From an optimization exercise on the open Yosys and OpenROAD flow, aimed at small area, a short achievable clock period and few clock cycles per item; shortcuts taken in it are not production practice.
RTL that was checked went through simulation tests only; none was proved equivalent to the original.
Only the layout flow was run in runs 2 and 3; the RTL was not checked for function there.
No activity file was given, so power comes from the tool's default toggle rates.

--- design.v ---
module crsf_parser (
    input  wire       clk,
    input  wire       rst,         
    input  wire       in_valid,
    output wire       in_ready,
    input  wire [7:0] in_data,
    input  wire       in_last,     
    output wire       out_valid,
    input  wire       out_ready,
    output wire [7:0] out_data,
    output wire       out_last,    
    output wire       st_valid,
    output wire [7:0] st_aux,      
    output wire [5:0] st_level     
);
    localparam QD = 4;             
    function automatic [7:0] crc8_step(input [7:0] c, input [7:0] b);
        integer i;
        reg [7:0] v;
        begin
            v = c ^ b;
            for (i = 0; i < 8; i = i + 1)
                v = v[7] ? ((v << 1) ^ 8'hD5) : (v << 1);
            crc8_step = v;
        end
    endfunction
    function automatic is_sync(input [7:0] b);
        is_sync = (b == 8'hC8) || (b == 8'hEA) || (b == 8'hEC) || (b == 8'hEE);
    endfunction
    function automatic [7:0] sync_byte(input [1:0] code);
        sync_byte = {2'b11, code != 2'd0, 2'b01, code, 1'b0};
    endfunction
    reg  [7:0] mem [0:63];
    reg        rdy;
    reg  [5:0] wptr;         
    reg  [5:0] cptr;         
    reg  [5:0] rptr;         
    reg  [5:0] lvl;          
    reg  [1:0] scode;        
    reg  [5:0] flen;         
    reg  [7:0] crc;          
    reg        ext;          
    reg        cmp;          
    reg        c_open;
    reg        c_seen;
    reg        c_drop;
    reg  [2:0] qn;
    reg  [1:0] q_aux [0:QD-1];     
    reg  [5:0] o_nf;         
    reg  [5:0] st_nf;        
    reg  [5:0] q_lvl [0:QD-1];
    reg  [5:0] q_mrk [0:QD-1];
    reg        st_q;
    integer    qi;
    localparam K_SYNC = 2'd0, K_LEN = 2'd1, K_BODY = 2'd2;
    reg  [1:0] i_ph;         
    reg  [5:0] i_rem;        
    reg  [7:0] g [0:3];      
    reg  [1:0] gsel;
    reg        gv;           
    reg  [1:0] gk;           
    reg        gl;           
    reg        ov, sv;
    reg  [7:0] od, sd;
    reg        ol, sl;
    wire       in_take = in_valid && rdy;
    wire       x_sync  = is_sync(in_data);
    wire       x_lenok = (in_data >= 8'd2) && (in_data <= 8'd62);
    wire       x_ok    = (in_data == crc) && !(ext && flen < 6'd4);
    wire       lvl0    = (lvl == 6'd0);
    wire       lvl1    = (lvl == 6'd1);
    reg  [5:0] wptr_n, cptr_n;
    reg  [5:0] lvl_n;
    reg        drop_n;       
    reg        good_n;       
    always @(*) begin
        wptr_n = wptr;
        cptr_n = cptr;
        lvl_n  = lvl;
        drop_n = 1'b0;
        good_n = 1'b0;
        if (lvl0) begin
            if (x_sync)
                lvl_n  = 6'd1;
            else
                drop_n = 1'b1;
        end else if (lvl1) begin
            if (x_lenok) begin
                wptr_n = wptr + 6'd1;
                lvl_n  = 6'd2;
            end else begin
                drop_n = 1'b1;
                if (!x_sync)
                    lvl_n = 6'd0;
            end
        end else begin
            wptr_n = wptr + 6'd1;
            lvl_n  = lvl + 6'd1;
            if (cmp) begin
                lvl_n = 6'd0;
                if (x_ok) begin
                    good_n = 1'b1;
                    cptr_n = wptr + 6'd1;
                end else begin
                    drop_n = 1'b1;
                    wptr_n = cptr;
                end
            end
        end
    end
    wire       seen_n  = c_open ? (c_seen | x_sync) : (!lvl0 | x_sync);
    wire       cdrop_n = (c_open && c_drop) | drop_n;
    wire       push    = in_take && in_last;
    reg        push_d;       
    wire       q_has  = (qn > {2'd0, st_q});
    wire [5:0] q_hmrk = st_q ? q_mrk[1] : q_mrk[0];
    wire       q_at   = q_has && (rptr == q_hmrk) && (i_ph == 2'd0);
    wire       q_has2 = (qn > {2'd0, st_q} + 3'd1);
    wire [5:0] q_hmrk2 = st_q ? q_mrk[2] : q_mrk[1];
    wire       q_at2  = q_has2 && (rptr == q_hmrk2);
    wire       take   = ov && out_ready;
    wire       st_set = q_at && !gv && !sv && (!ov || out_ready);
    wire       q_blk  = q_at && !(st_set && !q_at2);
    wire       avail  = (i_ph != 2'd0) || ((rptr != cptr) && !q_blk);
    wire       issue  = avail && ({1'b0, ov} + {1'b0, sv} + {1'b0, gv} - {1'b0, take} <= 2'd1);
    wire [7:0] rd     = g[gsel];
    wire [7:0] land   = (gk == K_SYNC) ? sync_byte(rd[7:6]) :
                        (gk == K_LEN)  ? {2'b00, rd[5:0]} : rd;
    wire [5:0] occ    = wptr - rptr;
    wire [2:0] q_cnt  = qn + {2'd0, push_d} - {2'd0, st_q};
    integer    gj;
    assign in_ready  = rdy;
    assign out_valid = ov;
    assign out_data  = od;
    assign out_last  = ol;
    assign st_valid  = st_q;
    assign st_aux    = {q_aux[0], st_nf};
    assign st_level  = q_lvl[0];
    always @(posedge clk) begin
        if (in_take)
            mem[wptr] <= lvl1 ? {scode, in_data[5:0]} : in_data;
        for (gj = 0; gj < 4; gj = gj + 1)
            g[gj] <= mem[{gj[1:0], rptr[3:0]}];
        gsel <= rptr[5:4];
        gk   <= i_ph;
        gl   <= (i_ph == K_BODY) && (i_rem == 6'd1);
        if (issue && i_ph == K_LEN)
            i_rem <= rd[5:0];
        else if (issue && i_ph == K_BODY)
            i_rem <= i_rem - 6'd1;
        if (take && sv) begin
            od <= sd;
            ol <= sl;
        end else if (!ov || take) begin
            od <= land;
            ol <= gl;
        end
        if (gv && ov && !(take && !sv)) begin
            sd <= land;
            sl <= gl;
        end
        if (in_take) begin
            if (lvl1) begin
                flen <= in_data[5:0];
                crc  <= 8'h00;
            end else
                crc  <= crc8_step(crc, in_data);
            if (lvl == 6'd2)
                ext <= (in_data >= 8'h28);
            if (lvl0 || x_sync)
                scode <= in_data[2:1];
        end
        for (qi = 0; qi < QD; qi = qi + 1) begin
            if (st_q && qi < QD - 1) begin
                q_aux[qi] <= q_aux[qi+1];
                q_lvl[qi] <= q_lvl[qi+1];
                q_mrk[qi] <= q_mrk[qi+1];
            end
            if (push_d && qi == qn - {2'd0, st_q}) begin
                q_aux[qi] <= {~c_seen, c_drop};
                q_lvl[qi] <= lvl;
                q_mrk[qi] <= cptr;
            end
        end
        if (rst) begin
            rdy    <= 1'b0;
            wptr   <= 6'd0;
            cptr   <= 6'd0;
            rptr   <= 6'd0;
            lvl    <= 6'd0;
            cmp    <= 1'b0;
            c_open <= 1'b0;
            push_d <= 1'b0;
            o_nf   <= 6'd0;
            qn     <= 3'd0;
            st_q   <= 1'b0;
            ov     <= 1'b0;
            sv     <= 1'b0;
            gv     <= 1'b0;
            i_ph   <= 2'd0;
        end else begin
            push_d <= push;
            rdy <= (in_take ? (occ <= 6'd61) : (occ <= 6'd62)) &&
                   (push ? (q_cnt < QD - 1) : (q_cnt < QD));
            if (in_take) begin
                wptr <= wptr_n;
                cptr <= cptr_n;
                lvl  <= lvl_n;
                cmp  <= !lvl1 && (lvl == flen);
                c_open <= !in_last;
                c_seen <= seen_n;
                c_drop <= cdrop_n;
            end
            qn   <= qn + {2'd0, push_d} - {2'd0, st_q};
            st_q <= st_set;
            gv <= issue;
            if (st_set) begin
                st_nf <= o_nf;
                o_nf  <= {5'd0, issue && i_ph == K_SYNC};
            end else if (issue && i_ph == K_SYNC && o_nf != 6'd63)
                o_nf <= o_nf + 6'd1;
            if (issue) begin
                if (i_ph != K_SYNC)
                    rptr <= rptr + 6'd1;
                i_ph <= (i_ph == K_SYNC) ? K_LEN :
                        (i_ph == K_LEN)  ? K_BODY :
                        (i_rem == 6'd1)  ? K_SYNC : K_BODY;
            end
            if (take && sv)
                sv <= gv;
            else if (!ov || take)
                ov <= gv;
            else if (gv)
                sv <= 1'b1;
        end
    end
endmodule
--- run.sh ---
#!/bin/bash
# synth_recipe.tcl (not shown) runs the flow's synth.tcl, then flattens the netlist and writes it again
# the make line also repeats each setting of config.mk as NAME=value (left out here)
make -C /OpenROAD-flow-scripts/flow DESIGN_CONFIG=/design/flow/config.mk WORK_HOME=/design/flow/orfs CLKGATE_MAP_FILE= SYNTH_SCRIPT=/design/flow/synth_recipe.tcl finish
--- config.mk ---
export PLATFORM = sky130hd
export DESIGN_NAME = crsf_parser
export DESIGN_NICKNAME = crsf_parser
export VERILOG_FILES = /design/flow/design.v
export SDC_FILE = /design/flow/constraint.sdc
export NUM_CORES = 4
export LEC_CHECK = 0
export ABC_CLOCK_PERIOD_IN_PS = 2400
export CAP_MARGIN = 20
export CORE_MARGIN = 2
export CORE_UTILIZATION = 40
export CTS_BUF_LIST = sky130_fd_sc_hd__clkbuf_8 sky130_fd_sc_hd__clkbuf_16
export CTS_CLUSTER_DIAMETER = 300
export CTS_CLUSTER_SIZE = 28
export SETUP_SLACK_MARGIN = 2.6
export SLEW_MARGIN = 20
--- constraint.sdc ---
create_clock -name core_clock -period 5.0 [get_ports {clk}]
set_input_delay 1.0000 -clock core_clock [delete_from_list [all_inputs] [get_ports {clk}]]
set_output_delay 1.0000 -clock core_clock [all_outputs]
set_load 0.01 [all_outputs]
==> results list, run 1 <==
- Yosys mapped a number of flops with a built-in enable equal to 605.
- The die is 267 um wide.
- The clock reaches the later pin of the worst-skew pair after 620 ps.
- Worst setup timing slack at the placement stage: 1020 ps
- In this run the static leakage power is 9.63 nW.
* Residual overflow from global routing: 0
- The congestion estimate from routability-driven global placement came to 0.817.
- Across all layers, the routed design uses 13,800 vias.
* Starting DRC count in detailed routing: 1,363
* Count of TritonRoute iterations in the first routing pass: 5
- STA classifies the critical path startpoint as an input port.
- Top-level I/O count: 39
- Max-slew violation count: 0
* Vias in the first global route: 13,700
- Synthesized flop and latch total: 697
- Reg-to-reg critical path endpoint: q_mrk[2][0]
* Crit path capture: mem[47][0]
- Detail Placement HPWL: 38,800 um
- Average via count per standard cell: 5.49
* Final cycle utilization of the critical path: 50.7%
- Final total power: 11.9 mW
- The initial antenna violation count was 5.
* Post-synthesis area per instance: 18.4 um2
- The total area inside the core boundary comes to 68,700 um2.
- Synth top area share: 65.4%
* Clock buffers created by TritonCTS: 28
- Die height: 267 um
- Maximum Capacitance Violations: 0
- In this run the tool buffered the top-level ports with 38 buffer cells.
* Final design instance area without fill: 31,200 um2
- Worst EP required: 5260 ps
- In this run the register-to-register setup slack is 2640 ps.
* Fraction of registers with async set/reset: 0%
* Pin count of the biggest net entering global routing: 121
- Placed Instances: 2,424
* CTS tree: built
* Antenna Violating Nets Remaining: 0
- Critical path type: input port to flop
- The worst setup path is captured at a flop.
* Remaining design rule violation count: 0
- The first global-routing pass estimated 91,700 um of wire.
* Power density over cell area: 380 nW/um2
- The cell area that synthesis handed to floorplanning was 27,800 um2.
* CTS clk-pin slew, worst paths: 110 ps
* Yosys synthesis warning count: 5
* Primary FF master, synth: sky130_fd_sc_hd__edfxtp_1
- RSZ-0062 raised after global routing: true
* Transition time at the pin with the least slew margin: 912 ps
- The worst register-to-register path begins at st_q.
* Leading cell types by total area after synthesis: sky130_fd_sc_hd__edfxtp_1 65%, sky130_fd_sc_hd__mux4_2 14%, sky130_fd_sc_hd__dfxtp_1 6.6%, sky130_fd_sc_hd__nor2_1 1.9%, sky130_fd_sc_hd__mux2_2 1.3%
* DIE AREA: 71,500 um2
- Worst-path fanout max: 11
- In this run the number of H-tree levels came out at 1.
* Arrival time at the worst endpoint: 2800 ps
* Maximum vdd drop: 0.201 mV
- Library cell occupying the most area in the post-synthesis netlist: sky130_fd_sc_hd__edfxtp_1
* Post-layout instance count excluding filler cells: 2,508
- Number of buffers inserted for hold repair after clock tree synthesis: 0
- The tree built by TritonCTS fans out to 697 sinks.
- After layout, the worst setup slack is 2460 ps.
- Static timing analysis puts the maximum clock frequency at 394 MHz.
- From synthesis to final layout, the design area changed by 12.4%.
- Setup violations remaining at the end of the flow were counted as 0.
- Hold_ws: 454 ps
- The critical path starts at in_valid.
- Instance area at placement: 29,600 um2
* Tmin final: 2540 ps
- The floorplan has 96 rows.
- Path depth of the worst reg2reg path: 9
* Worst max-slew margin expressed relative to the limit: 39.1%
- Buffer type at the clock tree root: sky130_fd_sc_hd__clkbuf_16
- Count of cell types in the netlist: 63
* Mean routed wirelength per cell: 24.8 um
- In the synthesized netlist, the number of instances is 1,509.
- Of the cells placed in the final design, the portion with a size suffix greater than 1 is 26.9%.
- The min-delay analysis places its worst path in the category flop to flop.
- Portion of the post-synthesis area used by sequential elements: 72.1%
* Setup TNS: 0 ps
* Result of the run: no timing/DRC/antenna violations
- Post-route clock skew: 12.3 ps
* Sum of routed wire length over all layers: 62,100 um
- Starting Density: 40.4%
* Nets: 1,594
- Synth Net Count: 1,549
* Maximum buffer depth of the clock tree: 3
- Global-route total usage across every layer: 17.4%
* Utilization of the core after routing: 45.4%
- The final count of hold timing violations was 0.
worst min-delay path by stage:
| stage | from | endpoint | slack [ps] | cells after the start |
|---|---|---|---|---|
| after floorplan | i_ph[0] | gk[0] | 330 | 0 |
| after global placement | gl | sl | 420 | 0 |
| after detailed placement | gl | sl | 420 | 0 |
| after CTS | gl | sl | 450 | 0 |
| after global routing | gl | sl | 470 | 0 |
| final | gl | sl | 450 | 0 |
flip-flops by register name (all words and copies together) (netlist names), 8 cells and up:
register	count
mem	512
g	32
crc	8
od	8
sd	8
q_aux	8
q_lvl	24
q_mrk	24
layout by cell type, fill, tap and decap left out, types with 26 or more instances in the layout:
cell type / n
sky130_fd_sc_hd__edfxtp_1: 605
sky130_fd_sc_hd__mux4_2: 168
sky130_fd_sc_hd__dfxtp_1: 85
sky130_fd_sc_hd__nor2_1: 75
sky130_fd_sc_hd__nor2_4: 55
sky130_fd_sc_hd__nand2_1: 46
sky130_fd_sc_hd__inv_1: 43
sky130_fd_sc_hd__a21oi_1: 39
sky130_fd_sc_hd__mux2_2: 33
sky130_fd_sc_hd__buf_4: 33
sky130_fd_sc_hd__clkbuf_16: 31
sky130_fd_sc_hd__xnor2_1: 29
sky130_fd_sc_hd__xor2_1: 28
sky130_fd_sc_hd__dlygate4sd2_1: 26
layout make-up:
| class | instances | area [um2] |
|---|---|---|
| antenna | 1 | 2.50 |
| clock buffer | 29 | 726 |
| clock inverter | 23 | 87.6 |
| fill | 5853 | 37500 |
| inverter | 23 | 90.1 |
| multi-input combinational | 720 | 8290 |
| sequential | 697 | 20000 |
| tap | 931 | 1160 |
| timing repair buffer | 84 | 816 |
per-layer routing:
layer  vias up  global-route usage, %  share of wire, %
met2       442                   28.6                48
met1      7205                   24.9                44
met5         -                      0                 0
li1       6042                      -                 -
met3        72                   2.33               5.5
met4         0                   3.46               2.0
cells in the mapped netlist, types with 2 or more instances:
master and number:
sky130_fd_sc_hd__and3_1 10, sky130_fd_sc_hd__mux2_2 33, sky130_fd_sc_hd__o2111ai_1 5, sky130_fd_sc_hd__nor3_1 10, sky130_fd_sc_hd__o211a_1 2, sky130_fd_sc_hd__xnor2_2 3
sky130_fd_sc_hd__nand2b_1 7, sky130_fd_sc_hd__a21o_1 5, sky130_fd_sc_hd__xor2_1 28, sky130_fd_sc_hd__xnor2_1 33, sky130_fd_sc_hd__clkbuf_1 50, sky130_fd_sc_hd__or3_1 4
sky130_fd_sc_hd__and2_1 5, sky130_fd_sc_hd__nor2b_1 8, sky130_fd_sc_hd__edfxtp_1 605, sky130_fd_sc_hd__buf_2 10, sky130_fd_sc_hd__a21oi_1 48, sky130_fd_sc_hd__nand3_1 25
sky130_fd_sc_hd__nand2_1 54, sky130_fd_sc_hd__o21ai_0 20, sky130_fd_sc_hd__dfxtp_1 92, sky130_fd_sc_hd__a211oi_1 8, sky130_fd_sc_hd__fa_1 2, sky130_fd_sc_hd__nor4_1 5
sky130_fd_sc_hd__nand4_1 4, sky130_fd_sc_hd__inv_1 22, sky130_fd_sc_hd__ha_1 25, sky130_fd_sc_hd__a22oi_1 2, sky130_fd_sc_hd__nor2_1 141, sky130_fd_sc_hd__and4_1 3
sky130_fd_sc_hd__or2_2 4, sky130_fd_sc_hd__nand3b_1 7, sky130_fd_sc_hd__buf_1 9, sky130_fd_sc_hd__mux4_2 168, sky130_fd_sc_hd__mux2i_1 20, sky130_fd_sc_hd__o211ai_1 5
cells by family after synthesis:
logic type / count (synthesis) / share of synthesized area, %
DFF: 697 / 72.1
adders and majority gates: 27 / 1.27
buffers and inverters: 93 / 1.33
xor gates and xnor gates: 65 / 2.18
AOI/OAI and AO/OA: 107 / 2.38
and+or+nand+nor: 299 / 5.07
muxes: 221 / 15.7
power breakdown:
part | switching (mW) | internal, mW
sequential | 0.146 | 6.61
combinational | 1.19 | 1.16
clock | 1.69 | 1.06
total | 3.03 | 8.84
critical path: stages:
cell                              delay [ps]
sky130_fd_sc_hd__clkdlybuf4s50_1         450
sky130_fd_sc_hd__nand2_1                  50
sky130_fd_sc_hd__buf_4                   200
sky130_fd_sc_hd__or2_2                   570
sky130_fd_sc_hd__nor2_2                  500
timing repair:
| item | CTS | global route |
|---|---|---|
| setup buffers | 19 | 8 |
| endpoints found under the setup margin | 769 | 245 |
| hold endpoints to repair | 0 | 0 |
| gates resized for setup | 104 | 31 |
| cloned | 1 | 3 |
| pin swaps | 8 | 9 |
Testbench counts, summed over its fixed seeds: cycles 52,883, bytes 52,098.
==> run 2: changes to the inputs <==
--- a/design.v
+++ b/design.v
@@ -137,7 +137,7 @@
     assign st_aux    = {q_aux[0], st_nf};
     assign st_level  = q_lvl[0];
     always @(posedge clk) begin
-        if (in_take)
+        if (rdy)
             mem[wptr] <= lvl1 ? {scode, in_data[5:0]} : in_data;
         for (gj = 0; gj < 4; gj = gj + 1)
             g[gj] <= mem[{gj[1:0], rptr[3:0]}];
==> results list, run 2 <==
* Core ar.: 68,600 um2 (-0.17%)
* Number of antenna repair diodes: 0 (-1)
- The total global routing overflow is 0 (unchanged).
- Post-synth EDFFs: 605 (unchanged)
* Kind of start point of the critical path: flop
- Commonest cells in the synthesized netlist: 605 x sky130_fd_sc_hd__edfxtp_1, 168 x sky130_fd_sc_hd__mux4_2, 147 x sky130_fd_sc_hd__nor2_1
* Count of cell types in the netlist: 61 (-3.2%)
- Arrival time at the worst endpoint: 2710 ps (-90 ps)
- Antenna Violating Nets Remaining: 0 (unchanged)
- The number of instances in the placed design came to 2,410 (-0.58%).
- The final routed wire length divided by cell count was 24.1 um (-2.8%).
- Top-level I/O count: 39 (unchanged)
- Among all flip-flop cells after synthesis, the most frequent one is sky130_fd_sc_hd__edfxtp_1.
* Share of cells above drive strength 1: 28.3% (+1.4 points)
- Clock buffers created by TritonCTS: 28 (unchanged)
* Placer's final routability congestion estimate: 0.777 (-4.9%)
- The combinational cell fraction of total power came to 20.4% (+0.6 points).
* Internal power contribution: 8.90 mW (+0.62%)
- Area growth from synthesis to layout: 12.2%
- DIE AREA: 71,300 um2 (-0.34%)
- The sequential area share after synthesis is 72.3% (+0.25 points).
* Count of TritonRoute iterations in the first routing pass: 5 (unchanged)
- Switching portion of total power: 25.6% (+0.076 points)
- Most used cells in the layout excluding fill and tap cells: 605 x sky130_fd_sc_hd__edfxtp_1, 168 x sky130_fd_sc_hd__mux4_2, 82 x sky130_fd_sc_hd__dfxtp_1, 81 x sky130_fd_sc_hd__nor2_1, 53 x sky130_fd_sc_hd__nor2_2
* Net Switching: 3.06 mW (+1.0%)
* Post-route clock skew: 25.2 ps (+12.9 ps)
- The peak ir drop on the vdd network was 0.364 mV (+81%).
* Starting DRC count in detailed routing: 1,043 (-23%)
- Worst EP required: 5260 ps (about the same)
- The maximum count of clock buffers along a single path was 3 (unchanged).
* Final design instance area without fill: 31,000 um2 (-0.55%)
- The count of buffers inserted at the top-level ports is 38 (unchanged).
- Detail Placement HPWL: 37,100 um (-4.4%)
* Antenna violations before repair: 0 (-5)
- The number of instances in the synthesized netlist came to 1,492 (-1.1%).
- Leading cell types by total area after synthesis: sky130_fd_sc_hd__edfxtp_1 66%, sky130_fd_sc_hd__mux4_2 14%, sky130_fd_sc_hd__dfxtp_1 6.7%, sky130_fd_sc_hd__nor2_1 2.0%, sky130_fd_sc_hd__xnor2_1 1.4%
* Worst-path fanout max: 8 (-3)
- The count of final max-slew check failures was 0 (unchanged).
- The number of nets in the layout was 1,591 (-0.19%).
- The final count of hold timing violations is 0 (unchanged).
- Register share of total power: 56.6% (-0.3 points)
* Maximum Capacitance Violations: 0 (unchanged)
- Instance area at placement: 29,300 um2 (-1.3%)
- The number of synthesis warnings came to 5 (unchanged).
* Vias in the first global route: 13,700 (+0.17%)
- The leakage power summed over all cells was 9.57 nW (-0.70%).
* Min-delay worst type: flop to flop
- Core Rows: 96 (unchanged)
- The clock network fraction of design power came to 23.0% (-0.2 points).
- Of all cell types, the one taking the most synthesized area is sky130_fd_sc_hd__edfxtp_1.
- Number of sinks driven by the clock tree: 697 (unchanged)
- The total power of the final layout came to 12.0 mW (+0.72%).
* Wire length of the first global-routing pass: 90,500 um (-1.4%)
* FMAX: 408 MHz (+3.4%)
- H-Tree Depth: 1 (unchanged)
- Pin count of the biggest net entering global routing: 83 (-31%)
- Largest registers ranked by flip-flop count: mem: 512 flops, g: 32 flops
- The overall track demand over capacity in global routing came to 17.1% (-0.29 points).
- In this run the clock root is driven by a sky130_fd_sc_hd__clkbuf_16.
* Flip-flop count of the largest register after layout: 512 (unchanged)
- TritonCTS built the clock tree.
- The worst setup path is of the flop to flop kind.
* Final cycle utilization of the critical path: 49.0% (-1.7 points)
* Fraction of registers with async set/reset: 0% (unchanged)
- Register with the most flip-flops: mem
- Skew-Pair Late Insertion Delay: 630 ps (about the same)
- Post-synthesis area per instance: 18.5 um2 (+0.79%)
- Layout filler cell count: 5,806 (-0.80%)
- Number of vias after detailed routing: 13,500 (-2.0%)
- Synthesized flop and latch total: 697 (unchanged)
- The areal power density over the cells was 385 nW/um2 (+1.3%).
- Leading cell type in the layout, fill and taps excluded: sky130_fd_sc_hd__edfxtp_1
* Setup TNS: 0 ps (unchanged)
- Number of buffers inserted for hold repair after clock tree synthesis: 0 (unchanged)
- RSZ-0062 raised after global routing: true
* Average via count per standard cell: 5.38 (-1.9%)
* Synth top area share: 65.7% (+0.23 points)
- Remaining design rule violation count: 0 (unchanged)
* Starting Density: 40.3% (-0.070 points)
- The worst setup path is captured at a flop.
- The flip-flop and latch area came to 20,000 um2 (about the same).
* Result of the run: no timing/DRC/antenna violations
- The number of cells in the finished layout apart from fillers was 2,504 (-0.16%).
- The clock-pin slew on the worst setup and hold paths is 110 ps (about the same).
- Die height: 267 um (-0.17%)
- Post-synthesis instance area: 27,700 um2 (-0.35%)
* Width of the die: 267 um (-0.17%)
- The slew at the pin closest to its max-slew limit is 903 ps (-8.40 ps).
* Count leader, synth: sky130_fd_sc_hd__edfxtp_1
* Sum of routed wire length over all layers: 60,300 um (-3.0%)
- Tmin final: 2450 ps (-84.3 ps)
* Count of final setup violators: 0 (unchanged)
- The total area of multi-input combinational cells was 8010 um2 (-3.4%).
- The headroom to the max-slew limit was 39.6% (+0.56 points).
* Synth Net Count: 1,532 (-1.1%)
## run 2: cell count changes after synthesis, moves of 6 or more
cell	delta
sky130_fd_sc_hd__nand3_1	-6
sky130_fd_sc_hd__nor2_1	+6
sky130_fd_sc_hd__mux2_2	-6
sky130_fd_sc_hd__xnor2_1	+12
sky130_fd_sc_hd__nor2b_1	+6
sky130_fd_sc_hd__buf_2	+6
sky130_fd_sc_hd__xor2_1	-7
sky130_fd_sc_hd__a21oi_1	-11
sky130_fd_sc_hd__mux2_1	+10
sky130_fd_sc_hd__nand2_1	-8
sky130_fd_sc_hd__clkbuf_1	-14
## run 2: what timing repair did
item                       CTS  global route
pin swaps                    8            11
cloned                       3             0
gates resized for setup    135            72
buffers inserted            23            16
setup endpoints to repair  786           520
## run 2: cell families (layout without fill, tap and decap cells)
group | after synthesis | in the layout | synth area share, %
DFF | 697 | 697 | 72.3
and+or+nand+nor | 291 | 293 | 4.93
muxes | 227 | 227 | 16.0
buffers and inverters | 97 | 176 | 1.49
AOI/OAI and AO/OA | 87 | 87 | 1.88
xor gates and xnor gates | 66 | 66 | 2.09
adders and majority gates | 27 | 27 | 1.28
## run 2: area by class of cell
cell class | instances | share of cell area, %
Sequential cell | 697 | 64.5
Multi-Input combinational cell | 700 | 25.8
Tap cell | 931 | 3.75
Timing Repair Buffer | 96 | 2.88
Clock buffer | 28 | 2.26
Clock inverter | 24 | 0.379
Inverter | 28 | 0.363
## run 2: per-stage QoR
| step | setup WS (ps) | hold slack [ps] | utilization [%] |
|---|---|---|---|
| floorplan | 2260 | 326 | - |
| global placement | 1530 | 420 | 42.6 |
| detailed placement | 1530 | 430 | 42.7 |
| CTS | 2360 | 458 | 44.7 |
| global route | 2420 | 483 | 45.2 |
| finish | 2550 | 458 | 45.2 |
## run 2: worst max-delay path, cell delays in order (launching register included)
cell	delay [ps]
sky130_fd_sc_hd__dfxtp_1	530
sky130_fd_sc_hd__inv_1	160
sky130_fd_sc_hd__nor2_1	220
sky130_fd_sc_hd__nand2_1	550
sky130_fd_sc_hd__nor2_2	630
## run 2: final timing paths
| kind | from | end | slack (ps) | depth (start not counted) |
|---|---|---|---|---|
| setup / recovery | wptr[0] | mem[33][7] | 2550 | 4 |
| setup reg to reg | wptr[0] | mem[33][7] | 2550 | 4 |
| hold / removal | gl | sl | 460 | 0 |
| hold reg to reg | gl | sl | 460 | 0 |
## run 2: layer usage
layer,vias up,share of wire (%),GRT usage (%)
met1,7153,44,24.0
met5,-,0,0
met2,316,50,29.3
met3,55,4.2,1.68
li1,5957,-,-
met4,0,1.6,3.11
## run 2: power by group through the flow
stage / combinational [mW] / sequential, mW / clock, mW
floorplan: 1.69 / 6.85 / 0
global placement: 2.17 / 6.97 / 0
detailed placement: 2.22 / 6.97 / 0
CTS: 2.44 / 6.77 / 2.83
global route: 2.66 / 6.80 / 2.99
finish: 2.44 / 6.77 / 2.74
==> run 3: changes to the inputs <==
--- a/config.mk
+++ b/config.mk
@@ -5,12 +5,12 @@
 export SDC_FILE = /design/flow/constraint.sdc
 export NUM_CORES = 4
 export LEC_CHECK = 0
-export ABC_CLOCK_PERIOD_IN_PS = 2400
+export ABC_CLOCK_PERIOD_IN_PS = 2000
 export CAP_MARGIN = 20
 export CORE_MARGIN = 2
 export CORE_UTILIZATION = 40
 export CTS_BUF_LIST = sky130_fd_sc_hd__clkbuf_8 sky130_fd_sc_hd__clkbuf_16
 export CTS_CLUSTER_DIAMETER = 300
 export CTS_CLUSTER_SIZE = 28
-export SETUP_SLACK_MARGIN = 2.6
+export SETUP_SLACK_MARGIN = 3.0
 export SLEW_MARGIN = 20
==> results list, run 3 <==
* Synthesized flop and latch total: 697 (unchanged)
- Synth top area share: 65.7% (unchanged)
- On the critical path the largest part of the delay comes from simple AND/OR/NAND/NOR gates.
* CTS tree: built
- The largest individual stage delay along the critical path comes from the cell sky130_fd_sc_hd__or4_1.
- Buffer type at the clock tree root: sky130_fd_sc_hd__clkbuf_16
- Met2 layer wire length in the routed design: 32,900 um (+8.6%)
- FMAX: 415 MHz (+1.7%)
* Width of the die: 267 um (unchanged)
- STA classifies the critical path endpoint as a flop.
- Leading cell types by total area after synthesis: sky130_fd_sc_hd__edfxtp_1 66%, sky130_fd_sc_hd__mux4_2 14%, sky130_fd_sc_hd__dfxtp_1 6.7%, sky130_fd_sc_hd__nor2_1 2.0%, sky130_fd_sc_hd__xnor2_1 1.4%
- Pin count of the biggest net entering global routing: 68 (-18%)
* Count leader, synth: sky130_fd_sc_hd__edfxtp_1
- Remaining design rule violation count: 0 (unchanged)
* Largest registers ranked by flip-flop count: mem: 512 flops, g: 32 flops
- The post-route setup TNS was 0 ps (unchanged).
- Skew-Pair Late Insertion Delay: 620 ps (about the same)
- Synth Net Count: 1,532 (unchanged)
- Worst stage delay on the critical path: 530 ps (-100 ps)
- Sum of routed wire length over all layers: 65,700 um (+9.0%)
- Setup repair after global routing could not meet its margin everywhere.
* Number of endpoints with negative hold slack in the final report: 0 (unchanged)
- The critical path in this run is classified as flop to flop.
* Number of logic stages on the critical path including buffering: 10 (+6)
- The initial antenna violation count came to 2 (+2).
- Hold_ws: 458 ps (-0.309 ps)
- Switching portion of total power: 26.3% (+0.71 points)
- Starting DRC count in detailed routing: 1,440 (+38%)
* Post-Syn Instances: 1,492 (unchanged)
- The maximum count of clock buffers along a single path was 3 (unchanged).
- The wire length of the first global-routing pass is 93,800 um (+3.7%).
* Yosys synthesis warning count: 5 (unchanged)
- The total global routing overflow was 0 (unchanged).
- Power density over cell area: 388 nW/um2 (+0.78%)
- Global-route total usage across every layer: 18.0% (+0.94 points)
- The flip-flop count of the largest register after layout came to 512 (unchanged).
* Highest metal layer with signal wires: met5
- The first-pass detailed-route iteration total was 5 (unchanged).
- The library cell used most frequently in the layout, excluding fill and tap cells, is sky130_fd_sc_hd__edfxtp_1.
- CTS clk-pin slew, worst paths: 110 ps (about the same)
* Share of cells above drive strength 1: 39.2% (+11 points)
- The initial standard-cell utilization of the core is 40.3% (unchanged).
- The final number of setup-violating endpoints is 0 (unchanged).
- From synthesis to final layout, the design area changed by 21.2%.
* Top-level I/O count: 39 (unchanged)
* Placer's final routability congestion estimate: 0.783 (+0.77%)
- Core ar.: 68,600 um2 (unchanged)
* Primary FF master, synth: sky130_fd_sc_hd__edfxtp_1
- Detailed-routed wire length on met3: 4040 um (+58%)
* DIE AREA: 71,300 um2 (unchanged)
- The sequential power share is 52.1% (-4.5 points).
- In this run the worst hold path is classified as flop to flop.
* Number of antenna repair diodes: 0 (unchanged)
- The period utilization was 48.2% (-0.83 points).
* Detail Placement HPWL: 36,600 um (-1.4%)
- The number of different library cells in the post-synthesis netlist came to 61 (unchanged).
* Post-synthesis area per instance: 18.5 um2 (unchanged)
- Nets: 1,691 (+6.3%)
* Max-slew violation count: 0 (unchanged)
* Path depth of the worst reg2reg path: 10 (+6)
- Worst max-slew margin expressed relative to the limit: 41.1% (+1.5 points)
- Die height: 267 um (unchanged)
* Number of sinks driven by the clock tree: 697 (unchanged)
* Mean routed wirelength per cell: 25.2 um (+4.8%)
- Routed met1 length: 27,700 um (+4.7%)
- Ranked by instance count, the synthesized netlist is headed by 605 x sky130_fd_sc_hd__edfxtp_1, 168 x sky130_fd_sc_hd__mux4_2, 147 x sky130_fd_sc_hd__nor2_1.
- The clock network fraction of design power is 21.4% (-1.6 points).
- Port bufs: 38 (unchanged)
* Average via count per standard cell: 5.47 (+1.5%)
- Arrival time at the worst endpoint: 2980 ps (+270 ps)
- Share of power burned in combinational logic: 26.5% (+6.1 points)
- Post-route clock skew: 26.6 ps (+1.42 ps)
- Post-synth EDFFs: 605 (unchanged)
* Bufs and invs on worst path: 3 (+2)
- The required time of the worst setup path is 5570 ps (+310 ps).
- Antenna Violating Nets Remaining: 0 (unchanged)
* Maximum vdd drop: 0.297 mV (-18%)
* Library cell occupying the most area in the post-synthesis netlist: sky130_fd_sc_hd__edfxtp_1
* Number of vias after detailed routing: 14,200 (+5.6%)
- H-Tree Depth: 1 (unchanged)
* Register with the most flip-flops: mem
- Core Rows: 96 (unchanged)
* Net Switching: 3.43 mW (+12%)
* Kind of start point of the critical path: flop
- The post-synthesis async set-or-reset flop share is 0% (unchanged).
- The run finished with no timing, DRC or antenna violations.
- The utilization after layout was 48.9% (+3.6 points).
* Cell-by-cell trace of the critical path: buf_8, buf_6, mux2i_4, xnor2_1, nor4_2, buf_4, a211oi_4, nor2_4, or4_1, a21oi_2
* Portion of the post-synthesis area used by sequential elements: 72.3% (unchanged)
- Transition time at the pin with the least slew margin: 883 ps (-20.1 ps)
- Most used cells in the layout excluding fill and tap cells: 605 x sky130_fd_sc_hd__edfxtp_1, 168 x sky130_fd_sc_hd__mux4_2, 72 x sky130_fd_sc_hd__nor2_4, 72 x sky130_fd_sc_hd__dfxtp_1, 65 x sky130_fd_sc_hd__nor2_1
- The number of buffers created by CTS is 28 (unchanged).
* Tmin final: 2410 ps (-41.3 ps)
- The via count of the first global-routing pass came to 13,800 (+0.32%).
- Worst-path fanout max: 4 (-4)
- Hold Crit Depth: 0 (unchanged)
- The number of violations of the max-capacitance limit came to 0 (unchanged).
- Leak: 10.5 nW (+10%)
* Internal power contribution: 9.59 mW (+7.9%)
- The hold-fix buffer count after cts is 0 (unchanged).
- Post-synthesis instance area: 27,700 um2 (unchanged)
[run 3: cell count changes in the layout (fill, tap and decap cells not counted), moves of 10 or more]
| cell | before | now |
|---|---|---|
| sky130_fd_sc_hd__buf_2 | 6 | 24 |
| sky130_fd_sc_hd__dlygate4sd2_1 | 25 | 0 |
| sky130_fd_sc_hd__nand2_4 | 2 | 13 |
| sky130_fd_sc_hd__nor2_4 | 14 | 72 |
| sky130_fd_sc_hd__buf_6 | 6 | 31 |
| sky130_fd_sc_hd__buf_12 | 8 | 37 |
| sky130_fd_sc_hd__dfxtp_1 | 82 | 72 |
| sky130_fd_sc_hd__nand2_1 | 38 | 20 |
| sky130_fd_sc_hd__buf_4 | 41 | 64 |
| sky130_fd_sc_hd__mux2_4 | 7 | 21 |
| sky130_fd_sc_hd__nor2_1 | 81 | 65 |
| sky130_fd_sc_hd__nor2_2 | 53 | 11 |
| sky130_fd_sc_hd__buf_16 | 1 | 18 |
[run 3: path summary, 6_finish.rpt]
path         from  endpoint  slack, ps
max          st_q   o_nf[5]       2590
min            gl        sl        460
max reg2reg  st_q   o_nf[5]       2590
min reg2reg    gl        sl        460
[run 3: cells by family after synthesis]
logic type / Yosys count / synth area share (%)
xor+xnor: 66 / 2.09
fa+ha+maj: 27 / 1.28
simple gates: 291 / 4.93
compound gates: 87 / 1.88
mux: 227 / 16.0
flops: 697 / 72.3
buf+inv: 97 / 1.49
[run 3: area by class of cell]
| cell class | instances | area [um2] |
|---|---|---|
| inverter | 28 | 119 |
| clock inverter | 23 | 87.6 |
| clock buffer | 29 | 726 |
| fill | 5490 | 35100 |
| multi-input combinational | 709 | 8970 |
| tap | 931 | 1160 |
| sequential | 697 | 20100 |
| timing repair buffer | 187 | 2410 |
[run 3: through the flow]
step | worst slack (ps) | std cells | power (mW) | instance area, um2
6_report | 2590 | 2604 | 13.0 | 33500
2_1_floorplan | 2260 | 1492 | 8.66 | 28200
5_1_grt | 2520 | 2604 | 13.5 | 33500
3_5_place_dp | 1490 | 2406 | 9.23 | 29500
3_3_place_gp | 1540 | 2406 | 9.20 | 29500
4_1_cts | 2610 | 2550 | 12.9 | 32300
[run 3: worst register-to-register path, cell delays in order, from the launching register on]
cell	delay (ps)
sky130_fd_sc_hd__dfxtp_4	420
sky130_fd_sc_hd__buf_8	150
sky130_fd_sc_hd__buf_6	120
sky130_fd_sc_hd__mux2i_4	250
sky130_fd_sc_hd__xnor2_1	160
sky130_fd_sc_hd__nor4_2	70
sky130_fd_sc_hd__buf_4	160
sky130_fd_sc_hd__a211oi_4	280
sky130_fd_sc_hd__nor2_4	90
sky130_fd_sc_hd__or4_1	530
sky130_fd_sc_hd__a21oi_2	120
[run 3: routing by layer]
metal  vias up  GRT usage [%]
met5         -              0
met4         2           3.05
met3        51           2.33
met2       404           30.2
met1      7581           25.7
li1       6194              -
[run 3: what timing repair did]
| item | CTS | global route |
|---|---|---|
| setup endpoints to repair | 874 | 839 |
| pin swaps | 55 | 47 |
| setup buffers | 72 | 46 |
| gates resized for setup | 391 | 121 |
| gates cloned | 20 | 8 |
[run 3: power groups by stage]
stage / logic, mW / registers (mW) / clock network, mW
after CTS: 3.26 / 6.77 / 2.83
after detailed placement: 2.26 / 6.97 / 0
final: 3.45 / 6.78 / 2.78
after global routing: 3.67 / 6.80 / 3.01
after global placement: 2.24 / 6.96 / 0
after floorplan: 1.81 / 6.85 / 0
==> run 4: changes to the inputs <==
--- a/design.v
+++ b/design.v
@@ -137,7 +137,7 @@
     assign st_aux    = {q_aux[0], st_nf};
     assign st_level  = q_lvl[0];
     always @(posedge clk) begin
-        if (rdy)
+        if (in_take)
             mem[wptr] <= lvl1 ? {scode, in_data[5:0]} : in_data;
         for (gj = 0; gj < 4; gj = gj + 1)
             g[gj] <= mem[{gj[1:0], rptr[3:0]}];
==> config.mk (replaced) <==
export PLATFORM = sky130hd
export DESIGN_NAME = crsf_parser
export DESIGN_NICKNAME = crsf_parser
export VERILOG_FILES = /design/flow/design.v
export SDC_FILE = /design/flow/constraint.sdc
export NUM_CORES = 4
export LEC_CHECK = 0
export ABC_CLOCK_PERIOD_IN_PS = 2400
export CAP_MARGIN = 20
export CORE_MARGIN = 2
export CORE_UTILIZATION = 40
export CTS_BUF_LIST = sky130_fd_sc_hd__clkbuf_4 sky130_fd_sc_hd__clkbuf_8
export CTS_CLUSTER_SIZE = 30
export SETUP_SLACK_MARGIN = 2.6
export SLEW_MARGIN = 20
==> results list, run 4 <==
- Result of the run: no timing/DRC/antenna violations
- Maximum Capacitance Violations: 0 (unchanged)
* Worst max-slew margin expressed relative to the limit: 41.4% (+0.25 points)
* Kind of start point of the critical path: flop
- Post-Syn Instances: 1,509 (+1.1%)
- The total routed wire length on the met1 layer came to 27,200 um (-1.7%).
- The number of cells in the finished layout apart from fillers came to 2,660 (+2.2%).
* Critical path type: flop to flop
- Share of cells above drive strength 1: 34.2% (-5.0 points)
- The area fraction of the dominant cell type after synthesis is 65.4% (-0.23 points).
* Final cycle utilization of the critical path: 47.3% (-0.95 points)
- CTS clk-pin slew, worst paths: 60 ps (-50 ps)
- The width of the die is 267 um (+0.17%).
- The final count of hold timing violations is 0 (unchanged).
- The number of inserted diodes is 0 (unchanged).
- The worst-case clock skew came to 27.4 ps (+0.772 ps).
* Post-synthesis instance area: 27,800 um2 (+0.35%)
- Count of final setup violators: 0 (unchanged)
- The average size of a mapped cell came to 18.4 um2 (-0.78%).
* Power density over cell area: 436 nW/um2 (+12%)
- Core ar.: 68,700 um2 (+0.18%)
- The tightest min-delay check is of the flop to flop type.
- The number of buffer and inverter stages on the critical path came to 1 (-2).
- The slack of the worst reg-to-reg path is 2640 ps (+50 ps).
- The hold-fix buffer count after cts was 0 (unchanged).
- Commonest cells in the synthesized netlist: 605 x sky130_fd_sc_hd__edfxtp_1, 168 x sky130_fd_sc_hd__mux4_2, 141 x sky130_fd_sc_hd__nor2_1
* Cell-by-cell trace of the critical path: buf_16, mux4_2, mux4_2
* Placed Instances: 2,424 (+0.75%)
- Antenna Violating Nets Remaining: 0 (unchanged)
- Register with the most flip-flops: mem
- Final total power: 14.3 mW (+9.6%)
* Worst path slowest cell: sky130_fd_sc_hd__mux4_2
- Transition time at the pin with the least slew margin: 880 ps (-3.70 ps)
- Starting DRC count in detailed routing: 1,382 (-4.0%)
- Detailed-routed wire length on met3: 4290 um (+6.1%)
* Clock buffers created by TritonCTS: 109 (+290%)
* Starting Density: 40.4% (+0.070 points)
* Cell family contributing the most delay on the critical path: multiplexers
* Post-synth EDFFs: 605 (unchanged)
* Pin count of the biggest net entering global routing: 121 (+78%)
* Mean routed wirelength per cell: 23.9 um (-5.2%)
* Leak: 10.4 nW (-1.1%)
* Residual overflow from global routing: 0 (unchanged)
* Count of cell types in the netlist: 63 (+3.3%)
- Remaining design rule violation count: 0 (unchanged)
- Flip-flop count of the largest register after layout: 512 (unchanged)
* Maximum vdd drop: 0.191 mV (-36%)
- The first-pass detailed-route iteration total was 6 (+1).
* Tmin final: 2360 ps (-47.6 ps)
* Portion of the post-synthesis area used by sequential elements: 72.1% (-0.25 points)
* Top-level I/O count: 39 (unchanged)
- The total number of clock tree sinks was 697 (unchanged).
- The largest registers in the layout are mem: 512 flops, g: 32 flops.
* FMAX: 423 MHz (+2.0%)
- H-Tree Depth: 3 (+2)
- Maximum buffer depth of the clock tree: 3 (unchanged)
- The via count of the first global-routing pass came to 14,500 (+5.4%).
- Layout filler cell count: 5,727 (+4.3%)
* Arrival time at the worst endpoint: 2910 ps (-70 ps)
- Synthesized flop and latch total: 697 (unchanged)
- Primary FF master, synth: sky130_fd_sc_hd__edfxtp_1
- Synth Net Count: 1,549 (+1.1%)
- TritonCTS built the clock tree.
- Setup crit end kind: flop
- Routed signal wires occupy layers up through met4.
* Core Rows: 96 (unchanged)
- Placer's final routability congestion estimate: 0.817 (+4.4%)
- Count leader, synth: sky130_fd_sc_hd__edfxtp_1
- Die height: 267 um (+0.17%)
- Sum of routed wire length over all layers: 63,700 um (-3.1%)
- Worst EP required: 5550 ps (-20 ps)
- Setup repair after global routing could not meet its margin everywhere.
* Most frequent CP cell: sky130_fd_sc_hd__mux4_2
* Detail Placement HPWL: 38,800 um (+6.1%)
* Worst stage delay on the critical path: 570 ps (+40 ps)
* Worst-path fanout max: 120 (+116)
* Port bufs: 38 (unchanged)
- The die outline area is 71,500 um2 (+0.34%).
- Leading cell type in the layout, fill and taps excluded: sky130_fd_sc_hd__edfxtp_1
* Number of vias after detailed routing: 14,200 (-0.042%)
- After synthesis, the cell types taking the most area are sky130_fd_sc_hd__edfxtp_1 65%, sky130_fd_sc_hd__mux4_2 14%, sky130_fd_sc_hd__dfxtp_1 6.6%, sky130_fd_sc_hd__nor2_1 1.9%, sky130_fd_sc_hd__mux2_2 1.3%.
- The total length of routed met2 wires is 30,600 um (-7.1%).
- Relative to the synthesized area, the layout overhead comes to 17.9%.
* Skew-Pair Late Insertion Delay: 710 ps (+90 ps)
- The overall track demand over capacity in global routing is 18.2% (+0.12 points).
- In the layout the commonest cells are 605 x sky130_fd_sc_hd__edfxtp_1, 168 x sky130_fd_sc_hd__mux4_2, 125 x sky130_fd_sc_hd__clkbuf_8, 84 x sky130_fd_sc_hd__dfxtp_1, 75 x sky130_fd_sc_hd__nor2_1.
* Nets: 1,673 (-1.1%)
* Setup TNS: 0 ps (unchanged)
- The post-synthesis async set-or-reset flop share was 0% (unchanged).
* Max-slew violation count: 0 (unchanged)
- Library cell occupying the most area in the post-synthesis netlist: sky130_fd_sc_hd__edfxtp_1
- The via density per instance was 5.35 (-2.1%).
- Wire length of the first global-routing pass: 94,700 um (+1.1%)
- Buffer type at the clock tree root: sky130_fd_sc_hd__clkbuf_8
* Yosys synthesis warning count: 5 (unchanged)
- The initial antenna violation count was 5 (+3).
[run 4: path summary, 6_finish.rpt]
kind,from,end,cells after the start
worst max-delay path,rptr[1],g[2][1],3
worst min-delay path,gl,sl,0
worst max register to register,rptr[1],g[2][1],3
worst min register to register,gl,sl,0
[run 4: worst reg2reg max path, stage by stage, from the launching register on]
cell	delay [ps]
sky130_fd_sc_hd__dfxtp_4	520
sky130_fd_sc_hd__buf_16	480
sky130_fd_sc_hd__mux4_2	640
sky130_fd_sc_hd__mux4_2	570
[run 4: cells by family after synthesis]
logic type                 share of synthesized area (%)
DFF                                                 72.1
and+or+nand+nor                                     5.07
muxes                                               15.7
AOI/OAI and AO/OA                                   2.38
buffers and inverters                               1.33
xor gates and xnor gates                            2.18
adders and majority gates                           1.27
[run 4: per-layer routing]
layer / track usage, % / vias up
met5: 0 / -
met4: 5.27 / 0
met3: 4.22 / 118
met2: 29.0 / 464
met1: 25.0 / 7373
li1: - / 6271
[run 4: area by class of cell]
class / count / area, um2 / share of cell area, %
multi-input cells: 720 / 8240 / 25.2
flip-flops and latches: 697 / 20000 / 61.2
repair buffers: 82 / 802 / 2.45
well taps: 931 / 1160 / 3.56
clock buffers: 149 / 1900 / 5.81
clock inverters: 58 / 504 / 1.54
inverters: 23 / 90.1 / 0.275
[run 4: where the power goes]
part,switching [mW],internal [mW],leakage [nW]
Sequential,0.137,6.63,6.24
Clock,2.27,2.90,1.27
Combinational,1.19,1.15,2.89
Total,3.60,10.7,10.4
[run 4: repair_timing]
action                     CTS  global route
buffers inserted            20             6
pin swaps                    7            12
setup endpoints to repair  731           422
cloned                       2             1
resized for setup          107            44
hold endpoints to repair     0             0
[run 4: metrics by stage]
| step | cell area, um2 | hold slack [ps] | util, % | worst slack [ps] |
|---|---|---|---|---|
| finish | 32700 | 438 | 47.6 | 2640 |
| global route | 32700 | 455 | 47.6 | 2510 |
| floorplan | 28200 | 329 | - | 2360 |
| detailed placement | 29600 | 424 | 43.1 | 1020 |
| CTS | 32500 | 440 | 47.3 | 2480 |
| global placement | 29600 | 417 | 43.1 | 1090 |
Testbench counts of run 4, summed over its fixed seeds: cycles 52,883, bytes 52,098.
==> run 5: changes to the inputs <==
--- a/design.v
+++ b/design.v
@@ -128,7 +128,9 @@
                         (gk == K_LEN)  ? {2'b00, rd[5:0]} : rd;
     wire [5:0] occ    = wptr - rptr;
     wire [2:0] q_cnt  = qn + {2'd0, push_d} - {2'd0, st_q};
-    integer    gj;
+    integer    gj, gk2;
+    reg  [7:0] gt;
+    wire [15:0] rsel = 16'd1 << rptr[3:0];
     assign in_ready  = rdy;
     assign out_valid = ov;
     assign out_data  = od;
@@ -137,10 +139,14 @@
     assign st_aux    = {q_aux[0], st_nf};
     assign st_level  = q_lvl[0];
     always @(posedge clk) begin
-        if (in_take)
+        if (rdy)
             mem[wptr] <= lvl1 ? {scode, in_data[5:0]} : in_data;
-        for (gj = 0; gj < 4; gj = gj + 1)
-            g[gj] <= mem[{gj[1:0], rptr[3:0]}];
+        for (gj = 0; gj < 4; gj = gj + 1) begin
+            gt = 8'd0;
+            for (gk2 = 0; gk2 < 16; gk2 = gk2 + 1)
+                gt = gt | (mem[gj*16 + gk2] & {8{rsel[gk2]}});
+            g[gj] <= gt;
+        end
         gsel <= rptr[5:4];
         gk   <= i_ph;
         gl   <= (i_ph == K_BODY) && (i_rem == 6'd1);
--- a/config.mk
+++ b/config.mk
@@ -9,7 +9,8 @@
 export CAP_MARGIN = 20
 export CORE_MARGIN = 2
 export CORE_UTILIZATION = 40
-export CTS_BUF_LIST = sky130_fd_sc_hd__clkbuf_4 sky130_fd_sc_hd__clkbuf_8
-export CTS_CLUSTER_SIZE = 30
+export CTS_BUF_LIST = sky130_fd_sc_hd__clkbuf_8 sky130_fd_sc_hd__clkbuf_16
+export CTS_CLUSTER_DIAMETER = 300
+export CTS_CLUSTER_SIZE = 28
 export SETUP_SLACK_MARGIN = 2.6
 export SLEW_MARGIN = 20
==> results list, run 5 <==
* Maximum Capacitance Violations: 0 (unchanged)
- Post-synthesis area per instance: 15.7 um2 (-15%)
* Setup TNS: 0 ps (unchanged)
* Placer's final routability congestion estimate: 0.809 (-0.99%)
* CTS tree: built
- STA classifies the critical path startpoint as a flop.
- Wire length of the first global-routing pass: 101,000 um (+6.7%)
- The estimated wirelength of the detail-placed design came to 43,000 um (+11%).
- The width of the die was 265 um (-0.90%).
- Worst EP required: 5250 ps (-300 ps)
- The number of buffer and inverter stages on the critical path is 0 (-1).
* Synth top area share: 66.7% (+1.2 points)
* Path depth of the worst reg2reg path: 3 (unchanged)
- The placement row count is 95 (-1.0%).
* Number of vias after detailed routing: 15,500 (+9.1%)
- Hold_ws: 446 ps (+8.01 ps)
- Multi-input combinational cell area: 7730 um2 (-6.2%)
- The maximum count of clock buffers along a single path is 3 (unchanged).
- Among all flip-flop cells after synthesis, the most frequent one is sky130_fd_sc_hd__edfxtp_1.
- Maximum vdd drop: 0.291 mV (+53%)
- The flip-flop and latch area came to 20,100 um2 (+0.13%).
- In the final layout, the registers with the most flip-flops are mem: 512 flops, g: 32 flops.
- The total global routing overflow was 0 (unchanged).
- Number of endpoints with negative hold slack in the final report: 0 (unchanged)
- Antenna violations before repair: 3 (-2)
- Port bufs: 38 (unchanged)
- The met1 demand-to-capacity share in global routing was 27.5% (+2.5 points).
- Starting Density: 40.5% (+0.10 points)
- The tree is rooted in a sky130_fd_sc_hd__clkbuf_16.
- Clock buffers created by TritonCTS: 28 (-74%)
* Post-synthesis instance area: 27,300 um2 (-1.8%)
- Mean routed wirelength per cell: 25.8 um (+8.0%)
- Global-route total usage across every layer: 19.2% (+1.1 points)
* DIE AREA: 70,200 um2 (-1.8%)
* Register with the most flip-flops: mem
- The y dimension of the die came to 265 um (-0.90%).
- Cell family contributing the most delay on the critical path: simple AND/OR/NAND/NOR gates
- The slack of the worst reg-to-reg path is 2550 ps (-90 ps).
- Hold path startpoint: gl
* Most used cells in the layout excluding fill and tap cells: 605 x sky130_fd_sc_hd__edfxtp_1, 95 x sky130_fd_sc_hd__mux2_2, 89 x sky130_fd_sc_hd__a22oi_1, 83 x sky130_fd_sc_hd__nor2_1, 73 x sky130_fd_sc_hd__dfxtp_1
* Remaining design rule violation count: 0 (unchanged)
- Vias in the first global route: 15,200 (+4.8%)
- Synth Net Count: 1,785 (+15%)
- Area growth from synthesis to layout: 13.3%
* Met3 Use GR: 3.87% (-0.35 points)
- The maximum fanout along the worst path was 24 (-80%).
- Setup crit end kind: flop
- The arrival time at the worst endpoint is 2700 ps (-210 ps).
- The clock latency of the later-clocked register in the worst-skew pair was 630 ps (-80 ps).
* Count of final setup violators: 0 (unchanged)
- The leakage power summed over all cells is 9.83 nW (-5.5%).
- The core region area was 67,300 um2 (-2.1%).
* Portion of the post-synthesis area used by sequential elements: 73.4% (+1.3 points)
- Count of cell types in the netlist: 64 (+1.6%)
- The share of final-layout standard cells stronger than drive strength 1 was 22.5% (-12 points).
- The run finished with no timing, DRC or antenna violations.
* Transition time at the pin with the least slew margin: 925 ps (+45.3 ps)
- Top-level I/O count: 39 (unchanged)
* Worst path slowest cell: sky130_fd_sc_hd__nor2_1
- The first-pass detailed-route iteration total is 5 (-1).
- Highest-utilization routing layer at the global route stage: met2
- The period utilization came to 49.1% (+1.8 points).
* Starting DRC count in detailed routing: 1,747 (+26%)
- Leading cell type in the layout, fill and taps excluded: sky130_fd_sc_hd__edfxtp_1
- Hold Crit Depth: 0 (unchanged)
* Worst stage delay on the critical path: 800 ps (+230 ps)
- Number of logic stages on the critical path including buffering: 3 (unchanged)
* Max-slew violation count: 0 (unchanged)
* Tmin final: 2450 ps (+90.9 ps)
- The startpoint identified for the worst register-to-register timing path is wptr[2].
- Antenna Violating Nets Remaining: 0 (unchanged)
- Synthesized flop and latch total: 697 (unchanged)
- Nets: 1,830 (+9.4%)
- CTS clk-pin slew, worst paths: 120 ps (+60 ps)
- The worst-case clock skew was 28.0 ps (+0.635 ps).
- Number of sinks driven by the clock tree: 697 (unchanged)
- Min-delay worst type: flop to flop
- The areal power density over the cells came to 398 nW/um2 (-8.6%).
- The number of instances in the synthesized netlist is 1,740 (+15%).
* Cell-by-cell trace of the critical path: nor2b_1, nand2_1, nor2_1
- The number of H-tree levels is 1 (-2).
- Yosys synthesis warning count: 5 (unchanged)
- Reg-to-reg critical path endpoint: mem[56][2]
- The synthesized design spends more area on one cell type than any other, namely sky130_fd_sc_hd__edfxtp_1.
- Pin count of the biggest net entering global routing: 68 (-44%)
- Yosys instantiated no cell more often than sky130_fd_sc_hd__edfxtp_1.
* Post-synth EDFFs: 605 (unchanged)
- The met2 usage in global routing is 30.8% (+1.8 points).
* Sum of routed wire length over all layers: 69,300 um (+8.8%)
- Commonest cells in the synthesized netlist: 605 x sky130_fd_sc_hd__edfxtp_1, 138 x sky130_fd_sc_hd__nor2_1, 100 x sky130_fd_sc_hd__mux2_2
- Setup repair after global routing could not meet its margin everywhere.
- After synthesis, the cell types taking the most area are sky130_fd_sc_hd__edfxtp_1 67%, sky130_fd_sc_hd__dfxtp_1 6.8%, sky130_fd_sc_hd__mux2_2 4.1%, sky130_fd_sc_hd__a22oi_1 2.6%, sky130_fd_sc_hd__a221oi_1 2.2%.
- Worst max-slew margin expressed relative to the limit: 38.1% (-3.2 points)
- The post-synthesis async set-or-reset flop share came to 0% (unchanged).
* Average via count per standard cell: 5.79 (+8.3%)
* Critical path type: flop to flop
* End of the worst hold path: sl
* Flip-flop count of the largest register after layout: 512 (unchanged)
- FMAX: 408 MHz (-3.7%)
- Layout filler cell count: 5,796 (+1.2%)
[run 5: worst max path at each step]
stage	start	to
after floorplan	in_data[5]	lvl[3]
after global placement	in_data[7]	cptr[1]
after detailed placement	in_valid	lvl[3]
after CTS	wptr[4]	mem[24][2]
after global routing	wptr[5]	mem[60][2]
final	wptr[2]	mem[56][2]
[run 5: what timing repair did]
action                                  4_1_cts  5_1_grt
pin swaps                                    16       16
setup buffers                                14       22
cloned                                        2        1
endpoints found under the setup margin      707      505
gates resized for setup                     174       96
hold buffers                                  0        0
hold endpoints to repair                      0        0
[run 5: final cells by class]
class | count | area share, %
antenna | 1 | 0.00811
clock buffer | 29 | 2.35
clock inverter | 23 | 0.284
inverter | 30 | 0.401
multi-input combinational | 914 | 25.0
sequential | 697 | 64.9
tap | 873 | 3.54
timing repair buffer | 114 | 3.44
[run 5: logic make-up (layout without fill, tap and decap cells)]
group | count (synthesis) | in the layout | synth area share [%]
mux | 129 | 129 | 5.56
buf+inv | 130 | 196 | 1.91
compound gates | 315 | 315 | 8.82
xor+xnor | 66 | 66 | 2.15
flops | 697 | 697 | 73.4
fa+ha+maj | 32 | 32 | 1.52
other cells | 0 | 1 | 0
simple gates | 371 | 372 | 6.61
[run 5: stage by stage]
step	util (%)	area (um2)	power, mW	cells	setup slack [ps]
5_1_grt	45.9	30900	12.8	2680	2400
2_1_floorplan	-	27500	8.63	1740	2310
3_5_place_dp	42.8	28800	9.48	2589	1620
3_3_place_gp	42.8	28800	9.45	2589	1710
4_1_cts	44.9	30200	12.2	2657	2430
6_report	45.9	30900	12.3	2681	2550
[run 5: power breakdown]
part           internal, mW  switching [mW]
Sequential             6.75           0.234
Clock                  1.06            1.72
Combinational          1.06            1.47
[run 5: layer usage]
layer | share of wire [%] | vias to the layer above
li1 | - | 6858
met1 | 44 | 8038
met2 | 47 | 530
met3 | 7.0 | 97
met4 | 2.1 | 4
met5 | 0.039 | -
Testbench counts of run 5, summed over its fixed seeds: cycles 52,883, bytes 52,098.
==> run 6: changes to the inputs <==
--- a/config.mk
+++ b/config.mk
@@ -5,6 +5,7 @@
 export SDC_FILE = /design/flow/constraint.sdc
 export NUM_CORES = 4
 export LEC_CHECK = 0
+export ABC_AREA = 1
 export ABC_CLOCK_PERIOD_IN_PS = 2400
 export CAP_MARGIN = 20
 export CORE_MARGIN = 2
==> results list, run 6 <==
* Result of the run: no timing/DRC/antenna violations
* Count of TritonRoute iterations in the first routing pass: 7 (+2)
- Maximum vdd drop: 0.284 mV (-2.4%)
- The synthesized-area fraction occupied by xor and xnor cells is 0.897% (-1.3 points).
- The placement row count is 96 (+1.1%).
- The switching power share of the total came to 30.2% (+2.4 points).
* Worst max-slew margin expressed relative to the limit: 30.7% (-7.4 points)
- Transition time at the pin with the least slew margin: 1040 ps (+111 ps)
* Share of power burned in combinational logic: 24.0% (+3.5 points)
* Setup crit start: wptr[4]
* Multi-input combinational cell area: 7360 um2 (-4.7%)
- Path depth of the worst reg2reg path: 3 (unchanged)
- Post-synth EDFFs: 605 (unchanged)
* Count of final setup violators: 0 (unchanged)
- Largest registers ranked by flip-flop count: mem: 512 flops, g: 32 flops
- RSZ-0062 raised after global routing: true
- Internal power contribution: 8.96 mW (+1.0%)
* Pin count of the biggest net entering global routing: 65 (-4.4%)
- The via count of the first global-routing pass was 16,600 (+9.4%).
* Count of cell types in the netlist: 56 (-13%)
- The shortest clock period the worst path allows after layout came to 2460 ps (+5.08 ps).
- The sequential area share after synthesis was 72.5% (-0.95 points).
* Share of cells above drive strength 1: 14.0% (-8.5 points)
* Final cycle utilization of the critical path: 49.2% (+0.10 points)
- The y dimension of the die came to 267 um (+0.65%).
- The flip-flop count of the largest register after layout was 512 (unchanged).
- The post-detailed-routing wire length is 70,800 um (+2.1%).
- The required time of the worst setup path was 5250 ps (about the same).
- Wire length of the first global-routing pass: 105,000 um (+3.8%)
* Placer's final routability congestion estimate: 0.830 (+2.6%)
* Mean routed wirelength per cell: 22.6 um (-13%)
- By area, the combinational part of the netlist is dominated by simple AND/OR/NAND/NOR gates.
- The final count of hold timing violations was 0 (unchanged).
* Maximum buffer depth of the clock tree: 3 (unchanged)
- The clock-pin slew on the worst setup and hold paths is 110 ps (about the same).
* Top-level I/O count: 39 (unchanged)
* Sequential standard cell area: 20,000 um2 (-0.12%)
- Setup crit end kind: flop
- DIE AREA: 71,100 um2 (+1.3%)
- Buffer type at the clock tree root: sky130_fd_sc_hd__clkbuf_16
* Leading cell type in the layout, fill and taps excluded: sky130_fd_sc_hd__edfxtp_1
* Post-Syn Instances: 2,162 (+24%)
- The core region area was 68,500 um2 (+1.8%).
- Hold Crit Depth: 0 (unchanged)
- Arrival time at the worst endpoint: 2710 ps (about the same)
* Beginning of the worst register-to-register path: wptr[4]
- CTS tree: built
* Number of antenna repair diodes: 0 (-1)
- Starting Density: 40.3% (-0.18 points)
* Antenna Violating Nets Remaining: 0 (unchanged)
- Hold path startpoint: lvl[5]
- The clock latency of the later-clocked register in the worst-skew pair was 610 ps (-20 ps).
- The adder-cell share of the synthesized area came to 1.50% (-0.020 points).
- The count of final max-slew check failures is 0 (unchanged).
- Detail Placement HPWL: 46,300 um (+7.7%)
- Post-layout instance count excluding filler cells: 3,137 (+17%)
- The synthesized-area fraction occupied by and/or/nand/nor cells came to 13.6% (+7.0 points).
* Synth top area share: 65.8% (-0.87 points)
- The post-synthesis async set-or-reset flop share came to 0% (unchanged).
- The number of synthesis warnings is 5 (unchanged).
* Remaining design rule violation count: 0 (unchanged)
- Register with the most flip-flops: mem
- The net switching component of the power is 3.88 mW (+13%).
- Register share of total power: 54.5% (-2.3 points)
- The clock network fraction of design power came to 21.5% (-1.2 points).
- The total global routing overflow was 0 (unchanged).
* Final total power: 12.8 mW (+4.4%)
* Minimum setup slack among reg-to-reg paths: 2540 ps (about the same)
- The maximum fanout along the worst path came to 8 (-67%).
- The initial antenna violation count came to 3 (unchanged).
* Min-delay worst type: flop to flop
- The instance area at placement was 29,200 um2 (+1.3%).
* Post-route clock skew: 14.1 ps (-13.9 ps)
- FMAX: 407 MHz (-0.21%)
* Global-route total usage across every layer: 19.7% (+0.42 points)
* Commonest cells in the synthesized netlist: 605 x sky130_fd_sc_hd__edfxtp_1, 496 x sky130_fd_sc_hd__nand2_1, 155 x sky130_fd_sc_hd__nor2_1
* Average via count per standard cell: 5.54 (-4.3%)
- The biggest area contributor in the post-synthesis netlist is sky130_fd_sc_hd__edfxtp_1.
- The critical path is of the flop to flop type.
- Nets: 2,278 (+24%)
- Area growth from synthesis to layout: 11.9%
- The width of the die came to 267 um (+0.65%).
- Layout filler cell count: 6,111 (+5.4%)
- The vias after detailed routing was 17,400 (+12%).
- The violation count after the first detailed-routing iteration is 1,692 (-3.1%).
* Leak: 10.7 nW (+8.5%)
- Primary FF master, synth: sky130_fd_sc_hd__edfxtp_1
- The cell area after technology mapping was 27,600 um2 (+1.3%).
- Final design instance area without fill: 30,900 um2 (about the same)
* Proportion of synthesized area in mux cells: 0% (-5.6 points)
* Port bufs: 38 (unchanged)
- The areal power density over the cells was 416 nW/um2 (+4.4%).
* Maximum Capacitance Violations: 0 (unchanged)
- Among all cell types in the netlist, the one instantiated most often is sky130_fd_sc_hd__edfxtp_1.
- Hold_ws: 451 ps (+4.99 ps)
- Setup TNS: 0 ps (unchanged)
* Fraction of the mapped netlist area in compound gates: 8.49% (-0.34 points)
- The number of buffers created by CTS was 28 (unchanged).
* Kind of start point of the critical path: flop
- The register bit count reported by yosys was 697 (unchanged).
* H-Tree Depth: 1 (unchanged)
- Leading cell types by total area after synthesis: sky130_fd_sc_hd__edfxtp_1 66%, sky130_fd_sc_hd__nand2_1 6.7%, sky130_fd_sc_hd__dfxtp_1 6.7%, sky130_fd_sc_hd__a22o_1 2.1%, sky130_fd_sc_hd__nor2_1 2.1%
- Number of sinks driven by the clock tree: 697 (unchanged)
* Synth Net Count: 2,207 (+24%)
- Most used cells in the layout excluding fill and tap cells: 605 x sky130_fd_sc_hd__edfxtp_1, 478 x sky130_fd_sc_hd__nand2_1, 127 x sky130_fd_sc_hd__inv_1, 103 x sky130_fd_sc_hd__nor2_1, 86 x sky130_fd_sc_hd__dfxtp_1
* Placed Instances: 3,042 (+17%)
* Post-synthesis area per instance: 12.8 um2 (-18%)
==> run 6: repair_timing <==
item                                    4_1_cts  5_1_grt
endpoints found under the setup margin      474      474
cloned                                        4        0
setup buffers                                27       12
hold buffers                                  0        0
pin swaps                                    12       20
gates resized for setup                     130       85
==> run 6: per-layer routing <==
layer	track usage (%)	routed length (um)	vias to the layer above
met3	2.71	4700	99
met4	5.06	1750	2
li1	-	-	7960
met5	0	13	-
met2	32.6	33800	572
met1	27.3	30500	8759
==> run 6: cells by family (layout without fill, tap and decap cells) <==
family / after synthesis / count (layout)
simple gates: 869 / 870
flops: 697 / 697
compound gates: 333 / 334
buf+inv: 206 / 297
fa+ha+maj: 32 / 32
xor+xnor: 25 / 25
==> run 6: final timing paths <==
kind,to
worst max-delay path,mem[9][0]
worst min-delay path,q_lvl[3][5]
worst max register to register,mem[9][0]
worst min register to register,q_lvl[3][5]
==> run 6: final cells by class <==
class | instances | share of cell area, %
timing repair buffer | 110 | 3.20
tap | 882 | 3.57
clock inverter | 23 | 0.284
inverter | 134 | 1.88
sequential | 697 | 64.8
clock buffer | 29 | 2.35
timing repair inverter | 1 | 0.0243
multi-input combinational | 1261 | 23.8
==> run 6: metrics by stage <==
| step | setup WS (ps) | util [%] |
|---|---|---|
| final | 2540 | 45.1 |
| after global routing | 2460 | 45.1 |
| after CTS | 2420 | 44.7 |
| after detailed placement | 1380 | 42.6 |
| after global placement | 1300 | 42.6 |
| after floorplan | 2450 | - |
==> run 6: worst max-delay path: stages (launching register included) <==
cell,delay [ps]
sky130_fd_sc_hd__dfxtp_1,460
sky130_fd_sc_hd__inv_1,250
sky130_fd_sc_hd__nand3_1,540
sky130_fd_sc_hd__nor2_1,830
==> run 6: power groups by stage <==
stage	Sequential (mW)	Combinational (mW)	Clock (mW)
2_1_floorplan	7.03	1.93	0
3_3_place_gp	7.15	2.80	0
3_5_place_dp	7.16	2.84	0
4_1_cts	7.01	2.99	2.80
5_1_grt	7.03	3.40	2.98
6_report	7.00	3.09	2.76

re-timing with driven ports:
How much do the figures lean on ideal ports? The routed layouts below were timed once more, with nothing changed but the port constraints.
Step 1, drivers: a clkbuf_16 drives clk and a buf_2 each remaining input, both assumed.
Step 2, shift: input delay + t, output delay - t, t = (earliest + latest rising clock arrival at the registers) / 2. This alone moves slack from input paths to output paths.
a / b / c = ideal ports / drivers / drivers and shift; a / b = the first two.
run	shift t [ns]	setup WS [ns]	hold slack, ns	worst data-port slew with drivers (ns)
run 1	0.670	2.464 / 2.496 / 1.826	0.454 / 0.454 / 0.454	0.19
run 2	0.689	2.548 / 2.548 / 2.018	0.458 / 0.458 / 0.458	0.05
run 3	0.669	2.590 / 2.590 / 1.990	0.458 / 0.458 / 0.458	0.06
run 4	0.750	2.637 / 2.617 / 1.869	0.438 / 0.438 / 0.438	0.19
run 5	0.678	2.546 / 2.546 / 1.918	0.446 / 0.446 / 0.446	0.21
run 6	0.671	2.541 / 2.541 / 2.107	0.451 / 0.451 / 0.451	0.07
After both steps setup and hold are still met in every run listed. For run 4, which loses most, drivers alone change the setup slack by -0.020 ns; drivers and shift together by -0.768 ns.
